From an optimization exercise on the open Yosys and OpenROAD flow, aimed at a short achievable clock period; shortcuts taken in it are not production practice.
At most, simulation tests tie the RTL to the original design; equivalence was not proved.
Power is estimated from default activity; no workload was simulated.

==> flow/design.v <==
module sport_frame_decoder (
    input  wire        clk,
    input  wire        rst,         
    input  wire        in_valid,
    input  wire [7:0]  in_data,
    output wire        frame_valid,
    output wire [71:0] frame_data,
    output wire        evt_valid,
    output wire [3:0]  evt_kind,
    output wire [31:0] evt_value
);
    localparam [7:0] START     = 8'h7E;
    localparam [7:0] ESC       = 8'h7D;
    localparam [7:0] ESC_XOR   = 8'h20;
    localparam [7:0] DEVICE_ID = 8'h1B;
    localparam [7:0] FRAME_TYPE= 8'h10;
    reg       s_idle, s_pay, s_esc;
    reg [3:0] cur;
    reg       p8, e8;
    reg [63:0] fb;
    reg       acc_q;
    reg [3:0] kind_q;
    wire step   = in_valid && !rst;
    wire is_esc = (in_data == ESC);
    wire wr     = step && (s_esc || (s_pay && !is_esc));
    wire [7:0] wdata = s_esc ? (in_data ^ ESC_XOR) : in_data;
    wire [3:0] cur_next = cur + 4'd1;
    always @(posedge clk) begin
        if (rst) begin
            s_idle <= 1'b1;
            s_pay  <= 1'b0;
            s_esc  <= 1'b0;
            cur    <= 4'd0;
            p8     <= 1'b0;
            e8     <= 1'b0;
        end else if (in_valid) begin
            if (s_idle) begin
                if (in_data == START) begin
                    s_idle <= 1'b0;
                    s_pay  <= 1'b1;
                    cur    <= 4'd0;
                end
            end else if (s_pay) begin
                if (is_esc) begin
                    s_pay <= 1'b0;
                    s_esc <= 1'b1;
                    e8    <= p8;
                    p8    <= 1'b0;
                end else begin
                    cur    <= cur_next;
                    s_idle <= p8;
                    s_pay  <= !p8;
                    p8     <= (cur == 4'd7);
                    e8     <= 1'b0;
                end
            end else if (s_esc) begin
                cur    <= cur_next;
                s_idle <= e8;
                s_esc  <= 1'b0;
                s_pay  <= !e8;
                p8     <= (cur == 4'd7);
                e8     <= 1'b0;
            end
        end
    end
    always @(posedge clk) begin
        if (wr)
            fb <= {wdata, fb[63:8]};
    end
    wire [7:0]  device_id    = fb[15:8];
    wire [7:0]  frame_type   = fb[23:16];
    wire [15:0] data_type_id = fb[39:24];
    reg       known;
    reg [3:0] kind;
    always @(*) begin
        known = 1'b1;
        kind  = 4'd0;
        case (data_type_id)
            16'h0600: kind = 4'd0;    
            16'h0800: kind = 4'd1;    
            16'h0210: kind = 4'd2;    
            16'h0910: kind = 4'd3;    
            16'h0200: kind = 4'd4;    
            16'h0840: kind = 4'd5;    
            16'hF101: kind = 4'd6;    
            16'h0400: kind = 4'd7;    
            16'h0410: kind = 4'd8;    
            16'h0100: kind = 4'd9;    
            16'h0820: kind = 4'd10;   
            16'h0420: kind = 4'd11;   
            16'h0830: kind = 4'd12;   
            16'h0430: kind = 4'd13;   
            16'h0440: kind = 4'd14;   
            16'h0110: kind = 4'd15;   
            default:  known = 1'b0;
        endcase
    end
    always @(posedge clk) begin
        if (wr && cur == 4'd7) begin
            acc_q  <= (device_id == DEVICE_ID) && (frame_type == FRAME_TYPE) && known;
            kind_q <= kind;
        end
    end
    localparam integer NA = 102;      
    localparam integer G  = 4;        
    localparam integer ND = (NA + G - 1) / G;
    wire        ep8 = e8 | p8;
    wire        e8n = ~e8;
    wire [3:0]  kv  = acc_q ? kind_q : 4'd0;
    wire [31:0] vv  = acc_q ? fb[63:32] : 32'd0;
    wire [NA-1:0] src = {vv, kv, acc_q, fb, 1'b1};
    wire [NA-1:0] zn  = ~(ep8 ? src : {NA{1'b0}});
    wire [NA-1:0] a_out;
    wire [ND-1:0] cn;
    genvar g, j;
    generate
        for (g = 0; g < ND; g = g + 1) begin : dec
            sfd_dec u_dec (
                .v(in_valid), .r(rst), .d(in_data), .e8n(e8n), .cn(cn[g])
            );
        end
        for (j = 0; j < NA; j = j + 1) begin : bitg
            g_nor2 u_bit (.a(cn[j / G]), .b(zn[j]), .y(a_out[j]));
        end
    endgenerate
    wire [1:0] ln;
    wire [7:0] dn;
    sfd_decl u_ldec0 (
        .v(in_valid), .r(rst), .d(in_data), .e8n(e8n), .en(ep8), .cn(ln[0])
    );
    sfd_decl u_ldec1 (
        .v(in_valid), .r(rst), .d(in_data), .e8n(e8n), .en(ep8), .cn(ln[1])
    );
    generate
        for (j = 0; j < 8; j = j + 1) begin : lastg
            if (j == 5) begin : fl
                g_xnor2 u_x (.a(in_data[j]), .b(e8), .y(dn[j]));
            end else begin : pl
                g_inv u_i (.a(in_data[j]), .y(dn[j]));
            end
            g_nor2 u_bit (.a(ln[j / 4]), .b(dn[j]), .y(frame_data[64 + j]));
        end
    endgenerate
    assign frame_valid       = a_out[0];
    assign frame_data[63:0]  = a_out[64:1];
    assign evt_valid         = a_out[65];
    assign evt_kind          = a_out[69:66];
    assign evt_value         = a_out[101:70];
endmodule
module sfd_dec (
    input  wire       v,
    input  wire       r,
    input  wire [7:0] d,
    input  wire       e8n,
    output wire       cn
);
    wire nlo, nhi, eqlo, eqhi, m, vr;
    g_nand4b u_lo  (.an(d[1]), .b(d[0]), .c(d[2]), .d(d[3]), .y(nlo));
    g_nand4b u_hi  (.an(d[7]), .b(d[4]), .c(d[5]), .d(d[6]), .y(nhi));
    g_inv    u_ilo (.a(nlo), .y(eqlo));
    g_inv    u_ihi (.a(nhi), .y(eqhi));
    g_nand3  u_m   (.a(eqlo), .b(eqhi), .c(e8n), .y(m));
    g_vr2    u_vr  (.v(v), .r(r), .y(vr));
    g_nand2  u_cn  (.a(vr), .b(m), .y(cn));
endmodule
module sfd_decl (
    input  wire       v,
    input  wire       r,
    input  wire [7:0] d,
    input  wire       e8n,
    input  wire       en,
    output wire       cn
);
    wire nlo, nhi, eqlo, eqhi, m, vr;
    g_nand4b u_lo  (.an(d[1]), .b(d[0]), .c(d[2]), .d(d[3]), .y(nlo));
    g_nand4b u_hi  (.an(d[7]), .b(d[4]), .c(d[5]), .d(d[6]), .y(nhi));
    g_inv    u_ilo (.a(nlo), .y(eqlo));
    g_inv    u_ihi (.a(nhi), .y(eqhi));
    g_nand3  u_m   (.a(eqlo), .b(eqhi), .c(e8n), .y(m));
    g_vr     u_vr  (.v(v), .r(r), .en(en), .y(vr));
    g_nand2  u_cn  (.a(vr), .b(m), .y(cn));
endmodule
module g_vr2 (
    input  wire v,
    input  wire r,
    output wire y
);
    assign y = v & ~r;
endmodule
module g_vr (
    input  wire v,
    input  wire r,
    input  wire en,
    output wire y
);
    assign y = v & ~r & en;
endmodule
module g_nand4b (
    input  wire an,
    input  wire b,
    input  wire c,
    input  wire d,
    output wire y
);
    assign y = ~(~an & b & c & d);
endmodule
module g_nand3 (
    input  wire a,
    input  wire b,
    input  wire c,
    output wire y
);
    assign y = ~(a & b & c);
endmodule
module g_nand2 (
    input  wire a,
    input  wire b,
    output wire y
);
    assign y = ~(a & b);
endmodule
module g_nor2 (
    input  wire a,
    input  wire b,
    output wire y
);
    assign y = ~(a | b);
endmodule
module g_inv (
    input  wire a,
    output wire y
);
    assign y = ~a;
endmodule
module g_xnor2 (
    input  wire a,
    input  wire b,
    output wire y
);
    assign y = ~(a ^ b);
endmodule
export LEC_CHECK = 0
export CAP_MARGIN = 20
export CORE_AREA = 2 2 142 82
export DIE_AREA = 0 0 144 84
export SETUP_SLACK_MARGIN = 3.2
export SLEW_MARGIN = 20
export SYNTH_HIERARCHICAL = 1
create_clock -name core_clock -period 6.0 [get_ports {clk}]
standard.sh (not shown) runs the stock make flow with config.mk's settings and CLKGATE_MAP_FILE= SYNTH_SCRIPT=/design/flow/synth_recipe.tcl, a recipe that flattens the netlist after the stock synthesis.
==> flow/flow/run.sh <==
#!/bin/bash
# Standard layout, with the pin placement constraints in flow/io.tcl.
set -uo pipefail
bash standard.sh IO_CONSTRAINTS="$PWD/flow/io.tcl" finish > standard.log 2>&1
Other scripts of this flow, unchanged in this note and not shown: flow/flow/io.tcl
Rerun with:
--- a/flow/design.v
+++ b/flow/design.v
@@ -61,17 +61,19 @@
                 p8     <= (cur == 4'd7);
                 e8     <= 1'b0;
             end
         end
     end
+    integer k;
     always @(posedge clk) begin
-        if (wr)
-            fb <= {wdata, fb[63:8]};
-    end
-    wire [7:0]  device_id    = fb[15:8];
-    wire [7:0]  frame_type   = fb[23:16];
-    wire [15:0] data_type_id = fb[39:24];
+        for (k = 0; k < 8; k = k + 1)
+            if (wr && cur == k)
+                fb[8*k +: 8] <= wdata;
+    end
+    wire [7:0]  device_id    = fb[7:0];
+    wire [7:0]  frame_type   = fb[15:8];
+    wire [15:0] data_type_id = fb[31:16];
     reg       known;
     reg [3:0] kind;
     always @(*) begin
         known = 1'b1;
         kind  = 4'd0;
@@ -94,17 +96,15 @@
             16'h0110: kind = 4'd15;   
             default:  known = 1'b0;
         endcase
     end
     always @(posedge clk) begin
-        if (wr && cur == 4'd7) begin
-            acc_q  <= (device_id == DEVICE_ID) && (frame_type == FRAME_TYPE) && known;
-            kind_q <= kind;
-        end
+        acc_q  <= (device_id == DEVICE_ID) && (frame_type == FRAME_TYPE) && known;
+        kind_q <= kind;
     end
     localparam integer NA = 102;      
-    localparam integer G  = 4;        
+    localparam integer G  = 8;        
     localparam integer ND = (NA + G - 1) / G;
     wire        ep8 = e8 | p8;
     wire        e8n = ~e8;
     wire [3:0]  kv  = acc_q ? kind_q : 4'd0;
     wire [31:0] vv  = acc_q ? fb[63:32] : 32'd0;
@@ -121,26 +121,23 @@
         end
         for (j = 0; j < NA; j = j + 1) begin : bitg
             g_nor2 u_bit (.a(cn[j / G]), .b(zn[j]), .y(a_out[j]));
         end
     endgenerate
-    wire [1:0] ln;
+    wire       ln;
     wire [7:0] dn;
-    sfd_decl u_ldec0 (
-        .v(in_valid), .r(rst), .d(in_data), .e8n(e8n), .en(ep8), .cn(ln[0])
-    );
-    sfd_decl u_ldec1 (
-        .v(in_valid), .r(rst), .d(in_data), .e8n(e8n), .en(ep8), .cn(ln[1])
+    sfd_decl u_ldec (
+        .v(in_valid), .r(rst), .d(in_data), .e8n(e8n), .en(ep8), .cn(ln)
     );
     generate
         for (j = 0; j < 8; j = j + 1) begin : lastg
             if (j == 5) begin : fl
                 g_xnor2 u_x (.a(in_data[j]), .b(e8), .y(dn[j]));
             end else begin : pl
                 g_inv u_i (.a(in_data[j]), .y(dn[j]));
             end
-            g_nor2 u_bit (.a(ln[j / 4]), .b(dn[j]), .y(frame_data[64 + j]));
+            g_nor2 u_bit (.a(ln), .b(dn[j]), .y(frame_data[64 + j]));
         end
     endgenerate
     assign frame_valid       = a_out[0];
     assign frame_data[63:0]  = a_out[64:1];
     assign evt_valid         = a_out[65];
After rerunning: Design area drops by 12%. Non-clock buffer count shrinks by 2. Wire length fell by about 16%. Via count shrinks by 15%. Worst setup slack got worse by 0.033 ns. Die area stays the same. Hold slack gains 0.046 ns. Power went down by about 3.6%. Combinational power drops by about 26%. Sequential power went up by about 0.9%. Area after synthesis is lower by about 12%. Clock-buffer cell count does not change.

========
the previous run:
RTL: the design.v shown in full above, as it stands there.
clock: 6.0 ns
lec_check: 0
cap_margin: 20
core_margin: 2
core_utilization: 45
setup_slack_margin: 3.2
slew_margin: 20
synth_hierarchical: 1
==> flow/flow/run.sh <==
#!/bin/bash
# Standard layout; setup repair may size, swap pins, clone and remove
# buffers, but does not insert new buffers (SETUP_MOVE_SEQUENCE).
set -uo pipefail
bash standard.sh SETUP_MOVE_SEQUENCE=unbuffer,sizeup,swap,clone finish > standard.log 2>&1
The previous run: no failed stages, no open violations at the end
> inputs changed (the previous run -> the current run)
-- flow/design.v --
<<< the previous run, line 103
    end
    localparam integer NA = 102;      
    localparam integer G  = 4;        
    localparam integer ND = (NA + G - 1) / G;
    wire        ep8 = e8 | p8;
>>> the current run, line 103
    end
    localparam integer NA = 102;      
    localparam integer G  = 5;        
    localparam integer ND = (NA + G - 1) / G;
    wire        ep8 = e8 | p8;
Findings:
- The core of the current run is less densely filled than that of the previous run.
- Between the previous run and the current run, the flow reports die extent in y decreasing by a few percent.
- Between the previous run and the current run, clock-cell share of area decreased.
- There was hardly any difference in worst path setup slack after routing between the previous run and the current run.
- The previous run and the current run ended up with roughly the same global-route usage.
- On cell depth of the worst setup path: between the previous run and the current run, it ends up lower for the current run.
- In the current run, clock skew is higher than in the previous run.
- In terms of data required time at the worst endpoint, the current run and the previous run differ only marginally.
- Taking the previous run as the reference, in the current run sequential share of layout area saw an increase, routed wire length saw a decrease.
For the current run, only the layout was checked, not whether the RTL still works.

========
// sport_frame_decoder: RTL as listed in full above, without the edits since
export LEC_CHECK = 0
export CAP_MARGIN = 20
export CORE_MARGIN = 2
export CORE_UTILIZATION = 45
export SETUP_SLACK_MARGIN = 3.2
export SLEW_MARGIN = 20
export SYNTH_HIERARCHICAL = 1
create_clock -name core_clock -period 6.0 [get_ports {clk}]
run.sh (not shown) runs the stock make flow with config.mk's settings and CLKGATE_MAP_FILE= SYNTH_SCRIPT=/design/flow/synth_recipe.tcl, a recipe that flattens the netlist after the stock synthesis.
Stock flow here: none of the scripts above is used.
Edit:
--- a/flow/design.v
+++ b/flow/design.v
@@ -101,9 +101,9 @@
             kind_q <= kind;
         end
     end
     localparam integer NA = 102;      
-    localparam integer G  = 4;        
+    localparam integer G  = 5;        
     localparam integer ND = (NA + G - 1) / G;
     wire        ep8 = e8 | p8;
     wire        e8n = ~e8;
     wire [3:0]  kv  = acc_q ? kind_q : 4'd0;
Result: Die area shrinks by 4.3%; area after synthesis shrinks by 4.5%; critical path depth grows by 2; sequential share of layout area grows by 0.78 points; setup slack is worse by 0.0071 ns; combinational power shrinks by about 4%; routed wire length shrinks by about 2.6%; global-route usage grows by 1.3 points.
No functional check of the RTL was part of the second run of this note.

========
Another version of the RTL of sport_frame_decoder (not shown whole).
For scale: ~510 cells after synthesis, roughly 78 flip-flops, about 4600 um^2 of cells after synthesis.
==> module sport_frame_decoder, before the edit <==
module sport_frame_decoder (
    input  wire        clk,
    input  wire        rst,         
    input  wire        in_valid,
    input  wire [7:0]  in_data,
    output wire        frame_valid,
    output wire [71:0] frame_data,
    output wire        evt_valid,
    output wire [3:0]  evt_kind,
    output wire [31:0] evt_value
);
    localparam [7:0] START     = 8'h7E;
    localparam [7:0] ESC       = 8'h7D;
    localparam [7:0] ESC_XOR   = 8'h20;
    localparam [7:0] DEVICE_ID = 8'h1B;
    localparam [7:0] FRAME_TYPE= 8'h10;
    reg       s_idle, s_pay, s_esc;
    reg [3:0] cur;
    reg       p8, e8;
    reg [63:0] fb;
    reg       acc_q;
    reg [3:0] kind_q;
    wire step   = in_valid && !rst;
    wire is_esc = (in_data == ESC);
    wire wr     = step && (s_esc || (s_pay && !is_esc));
    wire [7:0] wdata = s_esc ? (in_data ^ ESC_XOR) : in_data;
    wire [3:0] cur_next = cur + 4'd1;
    always @(posedge clk) begin
        if (rst) begin
            s_idle <= 1'b1;
            s_pay  <= 1'b0;
            s_esc  <= 1'b0;
            cur    <= 4'd0;
            p8     <= 1'b0;
            e8     <= 1'b0;
        end else if (in_valid) begin
            if (s_idle) begin
                if (in_data == START) begin
                    s_idle <= 1'b0;
                    s_pay  <= 1'b1;
                    cur    <= 4'd0;
                end
            end else if (s_pay) begin
                if (is_esc) begin
                    s_pay <= 1'b0;
                    s_esc <= 1'b1;
                    e8    <= p8;
                    p8    <= 1'b0;
                end else begin
                    cur    <= cur_next;
                    s_idle <= p8;
                    s_pay  <= !p8;
                    p8     <= (cur == 4'd7);
                    e8     <= 1'b0;
                end
            end else if (s_esc) begin
                cur    <= cur_next;
                s_idle <= e8;
                s_esc  <= 1'b0;
                s_pay  <= !e8;
                p8     <= (cur == 4'd7);
                e8     <= 1'b0;
            end
        end
    end
    integer k;
    always @(posedge clk) begin
        for (k = 0; k < 8; k = k + 1)
            if (wr && cur == k)
                fb[8*k +: 8] <= wdata;
    end
    wire [7:0]  device_id    = fb[7:0];
    wire [7:0]  frame_type   = fb[15:8];
    wire [15:0] data_type_id = fb[31:16];
    reg       known;
    reg [3:0] kind;
    always @(*) begin
        known = 1'b1;
        kind  = 4'd0;
        case (data_type_id)
            16'h0600: kind = 4'd0;    
            16'h0800: kind = 4'd1;    
            16'h0210: kind = 4'd2;    
            16'h0910: kind = 4'd3;    
            16'h0200: kind = 4'd4;    
            16'h0840: kind = 4'd5;    
            16'hF101: kind = 4'd6;    
            16'h0400: kind = 4'd7;    
            16'h0410: kind = 4'd8;    
            16'h0100: kind = 4'd9;    
            16'h0820: kind = 4'd10;   
            16'h0420: kind = 4'd11;   
            16'h0830: kind = 4'd12;   
            16'h0430: kind = 4'd13;   
            16'h0440: kind = 4'd14;   
            16'h0110: kind = 4'd15;   
            default:  known = 1'b0;
        endcase
    end
    always @(posedge clk) begin
        acc_q  <= (device_id == DEVICE_ID) && (frame_type == FRAME_TYPE) && known;
        kind_q <= kind;
    end
    localparam integer NA = 102;      
    localparam integer G  = 8;        
    localparam integer ND = (NA + G - 1) / G;
    wire        ep8 = e8 | p8;
    wire [3:0]  kv  = acc_q ? kind_q : 4'd0;
    wire [31:0] vv  = acc_q ? fb[63:32] : 32'd0;
    wire [NA-1:0] src = {vv, kv, acc_q, fb, 1'b1};
    wire [NA-1:0] zn  = ~(ep8 ? src : {NA{1'b0}});
    wire [NA-1:0] a_out;
    wire [ND-1:0] cn;
    genvar g, j;
    generate
        for (g = 0; g < ND; g = g + 1) begin : dec
            sfd_dec u_dec (
                .v(in_valid), .r(rst), .d(in_data), .e8(e8), .cn(cn[g])
            );
        end
        for (j = 0; j < NA; j = j + 1) begin : bitg
            sfd_nor u_bit (.a(cn[j / G]), .b(zn[j]), .y(a_out[j]));
        end
    endgenerate
    wire       ln;
    wire [7:0] dn;
    sfd_decl u_ldec (
        .v(in_valid), .r(rst), .d(in_data), .e8(e8), .ep8(ep8), .cn(ln)
    );
    generate
        for (j = 0; j < 8; j = j + 1) begin : lastg
            if (j == 5) begin : fl
                sfd_xnor u_x (.a(in_data[j]), .b(e8), .y(dn[j]));
            end else begin : pl
                sfd_inv u_i (.a(in_data[j]), .y(dn[j]));
            end
            sfd_nor u_bit (.a(ln), .b(dn[j]), .y(frame_data[64 + j]));
        end
    endgenerate
    assign frame_valid       = a_out[0];
    assign frame_data[63:0]  = a_out[64:1];
    assign evt_valid         = a_out[65];
    assign evt_kind          = a_out[69:66];
    assign evt_value         = a_out[101:70];
endmodule
export LEC_CHECK = 0
export CAP_MARGIN = 20
export CORE_MARGIN = 2
export CORE_UTILIZATION = 45
export SETUP_SLACK_MARGIN = 3.2
export SLEW_MARGIN = 20
export SYNTH_HIERARCHICAL = 1
create_clock -name core_clock -period 6.0 [get_ports {clk}]
Edit:
--- a/flow/design.v
+++ b/flow/design.v
@@ -102,7 +102,7 @@
         kind_q <= kind;
     end
     localparam integer NA = 102;      
-    localparam integer G  = 8;        
+    localparam integer G  = 4;        
     localparam integer ND = (NA + G - 1) / G;
     wire        ep8 = e8 | p8;
     wire [3:0]  kv  = acc_q ? kind_q : 4'd0;
Core utilization grows by 15 points. Die area grows by roughly a tenth. Setup slack degrades by 0.29 ns. Via count grows by well over a third. Design area grows by a quarter to a third. Wire length grows by well over a third. Fmax shrinks by a little under a tenth. Non-clock buffer count grows by 111. Synthesized cell count grows by roughly a tenth. Combinational power grows by well over a third. First-iteration DRC count grows to 4.0 times its value. Count of clock-buffer cells in the layout grows by 1. Global-route usage grows by 5.1 points.
No run of this note included a check of the RTL's function; only the layout flow was run.

-- afterwards: timing with drivers on the ports --
The flow's constraints put no driver on any port. The routed layouts listed below were extracted and timed again, unchanged, in two steps.
Step 1, drivers: a clkbuf_16 drives clk and a buf_2 each remaining input, both assumed.
Step 2 adds t to the input delays and takes it off the output delays; t is the mean of the earliest and latest rising clock arrival at the registers after step 1. Input paths then give back, and output paths get back, about the clock's delay inside the block.
Three values: ideal, step 1, step 2; two values: the first two.
run	t (ns)	slack for setup (ns)	worst slew at a driven data input, ns
the first run of note 1	0.384	2.725 / 2.486 / 2.486	0.38
the second run of note 1	0.378	2.692 / 2.465 / 2.465	0.27
the previous run	0.389	2.813 / 2.597 / 2.597	0.34
the current run	0.383	2.813 / 2.614 / 2.614	0.29
the first run of note 3	0.390	2.755 / 2.537 / 2.537	0.30
the second run of note 3	0.386	2.748 / 2.561 / 2.561	0.29
the first run of note 4	0.393	2.554 / 2.343 / 2.343	0.29
the second run of note 4	0.406	2.267 / 2.181 / 2.181	0.17
After both steps every run listed still meets setup and hold. For the first run of note 1, which loses most, drivers alone change the setup slack by -0.239 ns; drivers and shift together by -0.239 ns.
